What follows belongs to an exercise in optimizing a design on an open flow for small area; a production flow would make more cautious choices.
Where RTL was checked, it was by simulation tests only, not by an equivalence proof against the original.
Power and IR drop assume default switching activity.

Design iccm_link, start of the top module:
module iccm_link (
    input  wire         clk,
    input  wire         rst,           
    input  wire         rx,
    output wire         tx,
    input  wire         cmd_valid,
    input  wire [7:0]   cmd,
    output wire         cmd_ready,
    input  wire         msg_we,
    input  wire [7:0]   msg_byte,
    output reg          resp_valid,
    output wire         resp_avail,
    output wire [4:0]   resp_len,
    output wire [159:0] resp_data,
    output wire [15:0]  status,
    output wire [4:0]   cursor,
    output reg  [6:0]   events
);
clock: 10.0 ns
lec_check: 0
cap_margin: 20
core_margin: 2
core_utilization: 75
slew_margin: 20
standard.sh (not shown) runs the stock make flow with config.mk's settings and CLKGATE_MAP_FILE= SYNTH_SCRIPT=/design/flow/synth_recipe.tcl, a recipe that flattens the netlist after the stock synthesis.
==> flow/flow/run.sh <==
#!/bin/bash
# Standard layout with the smallest port buffers and a lighter clock tree.
set -o pipefail
export BUFFER_PORTS_ARGS="-buffer_cell sky130_fd_sc_hd__buf_1"
export CTS_ARGS="-sink_clustering_enable -repair_clock_nets -dont_use_dummy_load -buf_list sky130_fd_sc_hd__clkbuf_8 -root_buf sky130_fd_sc_hd__clkbuf_8 -tree_buf sky130_fd_sc_hd__clkbuf_4 -sink_clustering_size 20 -sink_clustering_max_diameter 50"
bash standard.sh > standard.log 2>&1
Rerun with:
--- a/flow/design.v
+++ b/flow/design.v
@@ -35,13 +35,13 @@
     reg  [4:0] cur;
     reg  [7:0] rbuf [0:N-1];
     reg        rx_prev;
     reg        rx_active;
     reg        tx_active;
     reg  [5:0] tmr;                        
-    reg  [4:0] bcnt;                       
+    reg  [3:0] bcnt;                       
     reg        cb0;                        
     reg        cm;                         
     reg        tx_stx;                     
     reg        invalid_input;
     reg        faulted;
     reg  [7:0] msg [0:M-1];                
@@ -55,25 +55,14 @@
     wire rx_start = activate & ~(tx_active | dis);
     localparam [5:0] T_RX = 6'd50;
     localparam [5:0] T_TX = 6'd32;
     wire tmr_fb   = tmr[5] ^ tmr[4] ^ (tmr[4:0] == 5'd0);
     wire tick_end = tmr == (tx_active ? T_TX : T_RX);
     wire rx_ev    = rx_active & tick_end;
-    wire [9:0] bs;
-    assign bs[0] = ~bcnt[4] & ~bcnt[0];
-    assign bs[1] =  bcnt[0] & ~bcnt[1];
-    assign bs[2] =  bcnt[1] & ~bcnt[2];
-    assign bs[3] =  bcnt[2] & ~bcnt[3];
-    assign bs[4] =  bcnt[3] & ~bcnt[4];
-    assign bs[5] =  bcnt[4] &  bcnt[0];
-    assign bs[6] =  bcnt[1] & ~bcnt[0];
-    assign bs[7] =  bcnt[2] & ~bcnt[1];
-    assign bs[8] =  bcnt[3] & ~bcnt[2];
-    assign bs[9] =  bcnt[4] & ~bcnt[3];
-    wire samp     = rx_ev & ~bs[0] & ~bs[9];
-    wire rx_done  = rx_ev & bs[9];
+    wire samp     = rx_ev & (bcnt != 4'd0) & (bcnt != 4'd9);
+    wire rx_done  = rx_ev & (bcnt == 4'd9);
     wire n_rx_active = rx_start | (rx_active & ~rx_done);
     wire is_stx = rx_done & ~cb0 & cm;
     wire is_etx = rx_done &  cb0 & cm;
     wire is_oth = rx_done & ~cm;
     wire full   = cur[4] & cur[2];         
     wire ev_msg_ready = is_etx & ss & ~full;
@@ -101,21 +90,21 @@
     wire c_clr   = ok & ((cmd == C_CLEAR) | (cmd == C_INIT)) | pclr;
     wire c_dis   = ok & (cmd == C_DIS);
     wire c_en    = ok & ((cmd == C_EN) | (cmd == C_INIT));
     wire ev_tx_rej = c_send & p4_ss;
     wire admit     = c_send & ~p4_ss;
     wire tx_ev     = tx_active & tick_end;
-    wire frame_end = tx_ev & bs[9];
+    wire frame_end = tx_ev & (bcnt == 4'd9);
     wire msg_left  = msg_cnt != 5'd0;
     wire data_end  = frame_end & ~tx_stx & msg_left;
     wire tx_done   = frame_end & ~tx_stx & ~msg_left;
-    wire pad       = tx_active & tx_stx & bs[0] & (tmr[5:4] == 2'b00) &
+    wire pad       = tx_active & tx_stx & (bcnt == 4'd0) & (tmr[5:4] == 2'b00) &
                      ~msg_cnt[4] & (tmr[3:0] >= msg_cnt[3:0]);
     wire [7:0] tx_byte = tx_stx ? 8'h02 : (msg_left ? msg[M-1] : 8'h03);
     wire [9:0] tx_raw  = {1'b0, tx_byte, 1'b1};
-    assign tx = tx_active & |(tx_raw & bs);
+    assign tx = tx_active & tx_raw[bcnt];
     wire stage     = msg_we & ~tx_active & ~send_cmd;
     wire stage_in  = stage & ~msg_cnt[4];
     wire msg_shift = stage_in | pad | data_end;
     always @(posedge clk) begin
         if (rst) begin
             edge_pend     <= 1'b0;
@@ -165,23 +154,23 @@
         pclr       <= c_read;
         if (rx_start | admit)
             tmr <= 6'd0;
         else
             tmr <= {tmr[4:0], tmr_fb};
         if (rx_start | admit)
-            bcnt <= 5'd0;
+            bcnt <= 4'd0;
         else if (tick_end)
-            bcnt <= {bcnt[3:0], ~bcnt[4]};
+            bcnt <= (bcnt == 4'd9) ? 4'd0 : bcnt + 4'd1;
         if (admit)
             tx_stx <= 1'b1;
         else if (frame_end)
             tx_stx <= 1'b0;
         if (samp) begin
-            if (bs[1]) cb0 <= rx;
-            if (bs[2]) cm <= rx;
-            else if (!bs[1]) cm <= cm & ~rx;
+            if (bcnt == 4'd1) cb0 <= rx;
+            if (bcnt == 4'd2) cm <= rx;
+            else if (bcnt != 4'd1) cm <= cm & ~rx;
         end
         for (i = 0; i < N; i = i + 1)
             if (samp && cur == i) rbuf[i] <= {rx, rbuf[i][7:1]};
         if (msg_shift) begin
             msg[0] <= msg_byte;
             for (i = 1; i < M; i = i + 1)
=> Routed wire length came out lower slightly. Critical path depth stays the same. Utilization came out higher by 1.1 points. Clock skew came out lower by 6.1 ps. Design area came out lower slightly. Sequential power hardly moves. Synthesized cell count came out lower slightly. Combinational power came out lower by about a fifth.

---

Another version of the RTL of iccm_link (not shown whole).
Size in the first run: roughly 330 flip-flops, about 220 I/O pins, roughly 11000 µm² of cells after synthesis.
==> flow/config.mk <==
export PLATFORM = sky130hd
export DESIGN_NAME = iccm_link
export DESIGN_NICKNAME = iccm_link
export VERILOG_FILES = /design/flow/design.v
export SDC_FILE = /design/flow/constraint.sdc
export NUM_CORES = 4
export LEC_CHECK = 0
export CAP_MARGIN = 20
export CORE_MARGIN = 2
export CORE_UTILIZATION = 75
export SLEW_MARGIN = 20
==> flow/constraint.sdc <==
create_clock -name core_clock -period 10.0 [get_ports {clk}]
set_input_delay 2.0000 -clock core_clock [delete_from_list [all_inputs] [get_ports {clk}]]
set_output_delay 2.0000 -clock core_clock [all_outputs]
set_load 0.01 [all_outputs]
Scripts as last shown in full above: flow/flow/run.sh
==> next run, changes <==
--- a/flow/design.v
+++ b/flow/design.v
@@ -43,28 +43,28 @@
     reg        cm;                         
     reg        tx_stx;                     
     reg        invalid_input;
     reg        faulted;
     reg  [7:0] msg [0:M-1];                
     reg  [4:0] msg_cnt;                    
     reg        msg_rsv;
     wire [1:0] link = {dis | tx_active, dis | ss};
     wire edge_ie  = init_done;
     wire ep1      = edge_pend | (edge_ie & ~rx_prev & rx);
-    wire activate = ~rst & ~faulted & ~rx_active & ep1 & init_done;
+    wire activate = ~faulted & ~rx_active & ep1 & init_done;
     wire ev_bail  = activate & (tx_active | dis);
     wire rx_start = activate & ~(tx_active | dis);
     localparam [5:0] T_RX = 6'd50;
     localparam [5:0] T_TX = 6'd32;
     wire tmr_fb   = tmr[5] ^ tmr[4] ^ (tmr[4:0] == 5'd0);
     wire tick_end = tmr == (tx_active ? T_TX : T_RX);
-    wire rx_ev    = ~rst & rx_active & tick_end;
+    wire rx_ev    = rx_active & tick_end;
     wire samp     = rx_ev & (bcnt != 4'd0) & (bcnt != 4'd9);
     wire rx_done  = rx_ev & (bcnt == 4'd9);
     wire n_rx_active = rx_start | (rx_active & ~rx_done);
     wire is_stx = rx_done & ~cb0 & cm;
     wire is_etx = rx_done &  cb0 & cm;
     wire is_oth = rx_done & ~cm;
     wire full   = cur[4] & cur[2];         
     wire ev_msg_ready = is_etx & ss & ~full;
     wire ev_etx_lost  = is_etx & ss &  full;
     wire ev_overflow  = is_oth & ss &  full;
@@ -83,23 +83,23 @@
     wire send_cmd = do_cmd & (cmd == C_SEND);
     wire ok       = do_cmd & ~faulted & ~illegal & (init_done | cmd == C_INIT);
     wire bad      = do_cmd & ~faulted & (illegal | (~init_done & cmd != C_INIT));
     wire c_init  = ok & (cmd == C_INIT);
     wire c_send  = ok & (cmd == C_SEND);
     wire c_read  = ok & (cmd == C_READ);
     wire c_avail = ok & (cmd == C_AVAIL);
     wire c_clr   = ok & ((cmd == C_CLEAR) | (cmd == C_INIT)) | pclr;
     wire c_dis   = ok & (cmd == C_DIS);
     wire c_en    = ok & ((cmd == C_EN) | (cmd == C_INIT));
-    wire ev_tx_rej = ~rst & c_send & p4_ss;
+    wire ev_tx_rej = c_send & p4_ss;
     wire admit     = c_send & ~p4_ss;
-    wire tx_ev     = ~rst & tx_active & tick_end;
+    wire tx_ev     = tx_active & tick_end;
     wire frame_end = tx_ev & (bcnt == 4'd9);
     wire msg_left  = msg_cnt != 5'd0;
     wire data_end  = frame_end & ~tx_stx & msg_left;
     wire tx_done   = frame_end & ~tx_stx & ~msg_left;
     wire pad       = tx_active & tx_stx & (bcnt == 4'd0) & (tmr[5:4] == 2'b00) &
                      ~msg_cnt[4] & (tmr[3:0] >= msg_cnt[3:0]);
     wire [7:0] tx_byte = tx_stx ? 8'h02 : (msg_left ? msg[M-1] : 8'h03);
     wire [9:0] tx_raw  = {1'b0, tx_byte, 1'b1};
     assign tx = tx_active & tx_raw[bcnt];
     wire stage     = msg_we & ~tx_active & ~send_cmd;
@@ -108,49 +108,50 @@
     always @(posedge clk) begin
         if (rst) begin
             edge_pend     <= 1'b0;
             init_done     <= 1'b0;
             rx_active     <= 1'b0;
             tx_active     <= 1'b0;
             invalid_input <= 1'b0;
             faulted       <= 1'b0;
             msg_rsv       <= 1'b0;
             resp_valid    <= 1'b0;
+            events        <= 7'd0;
         end else begin
             edge_pend     <= p4_ep & ~c_init;
             init_done     <= init_done | c_init;
             rx_active     <= n_rx_active;
             tx_active     <= admit | (tx_active & ~tx_done);
             invalid_input <= invalid_input | (admit & msg_rsv);
             faulted       <= faulted | bad;
             resp_valid    <= c_read | c_avail;
+            events        <= {tx_done, ev_tx_rej, ev_bail, ev_drop,
+                              ev_overflow, ev_etx_lost, ev_msg_ready};
             if (send_cmd)
                 msg_rsv <= 1'b0;
             else if (stage && (msg_byte == 8'h02 || msg_byte == 8'h03))
                 msg_rsv <= 1'b1;
         end
     end
     wire [4:0] cnt_up = {&msg_cnt[3:0], &msg_cnt[2:0], &msg_cnt[1:0],
                          msg_cnt[0], 1'b1};
     wire [4:0] cnt_dn = {~|msg_cnt[3:0], ~|msg_cnt[2:0], ~|msg_cnt[1:0],
                          ~msg_cnt[0], 1'b1};
     wire [4:0] cnt_tg = ({5{stage_in}} & cnt_up) | ({5{data_end}} & cnt_dn);
     always @(posedge clk) begin
-        if (rst || (send_cmd && !admit))
+        if (rst || (send_cmd && p4_ss))
             msg_cnt <= 5'd0;
         else
             msg_cnt <= msg_cnt ^ cnt_tg;
     end
     integer i;
     always @(posedge clk) begin
-        events     <= {tx_done, ev_tx_rej, ev_bail, ev_drop,
-                       ev_overflow, ev_etx_lost, ev_msg_ready};
         rx_prev    <= rx;
         cur        <= c_clr ? 5'd0 : p4_cur;
         data_avail <= ~c_clr & p4_da;
         ovf        <= ~c_clr & p4_ovf;
         ss         <= p4_ss & ~c_dis & ~c_init;
         dis        <= (dis | c_dis) & ~c_en;
         pclr       <= c_read;
         if (rx_start | admit)
             tmr <= 6'd0;
         else
The changed run passed the timing, design-rule and antenna checks.
Synthesized area came out higher by 0.60%.
Register-to-register slack gets better by 0.05 ns.
Wire length came out higher by 4.2%.
Core utilization rises by 0.36 points.
Non-clock buffer count stays the same.
No functional check of the RTL was part of any run of this note.

==> static timing again, ports no longer ideal <==
How much do the figures lean on ideal ports? The routed layouts below were timed once more, with nothing changed but the port constraints.
Step 1 assumes that a clkbuf_16 drives the clock port and a buf_2 every other input.
Step 2 moves the port delays by t, midway between the first and last clock arrival at a register: inputs arrive t later, outputs are due t later. That takes back most of the time a late clock gives input paths.
a / b / c = ideal ports / drivers / drivers and shift; a / b = the first two.
run	t, ns	setup WS [ns]	latest minus earliest clock arrival (ns)	slew at the worst register clock pin (ns)	worst data-port slew with drivers (ns)
the first run of note 1	0.573	4.551 / 4.526 / 4.526	0.048 / 0.048	0.11 / 0.11	0.04
the second run of note 1	0.561	4.641 / 4.617 / 4.617	0.041 / 0.041	0.11 / 0.11	0.03
the first run of note 2	0.551	4.184 / 4.163 / 4.163	0.040 / 0.041	0.11 / 0.11	0.03
the second run of note 2	0.549	4.836 / 4.805 / 4.765	0.086 / 0.086	0.11 / 0.11	0.04
After both steps every run listed still meets setup and hold. For the second run of note 2, which loses most, drivers alone change the setup slack by -0.031 ns; drivers and shift together by -0.071 ns.
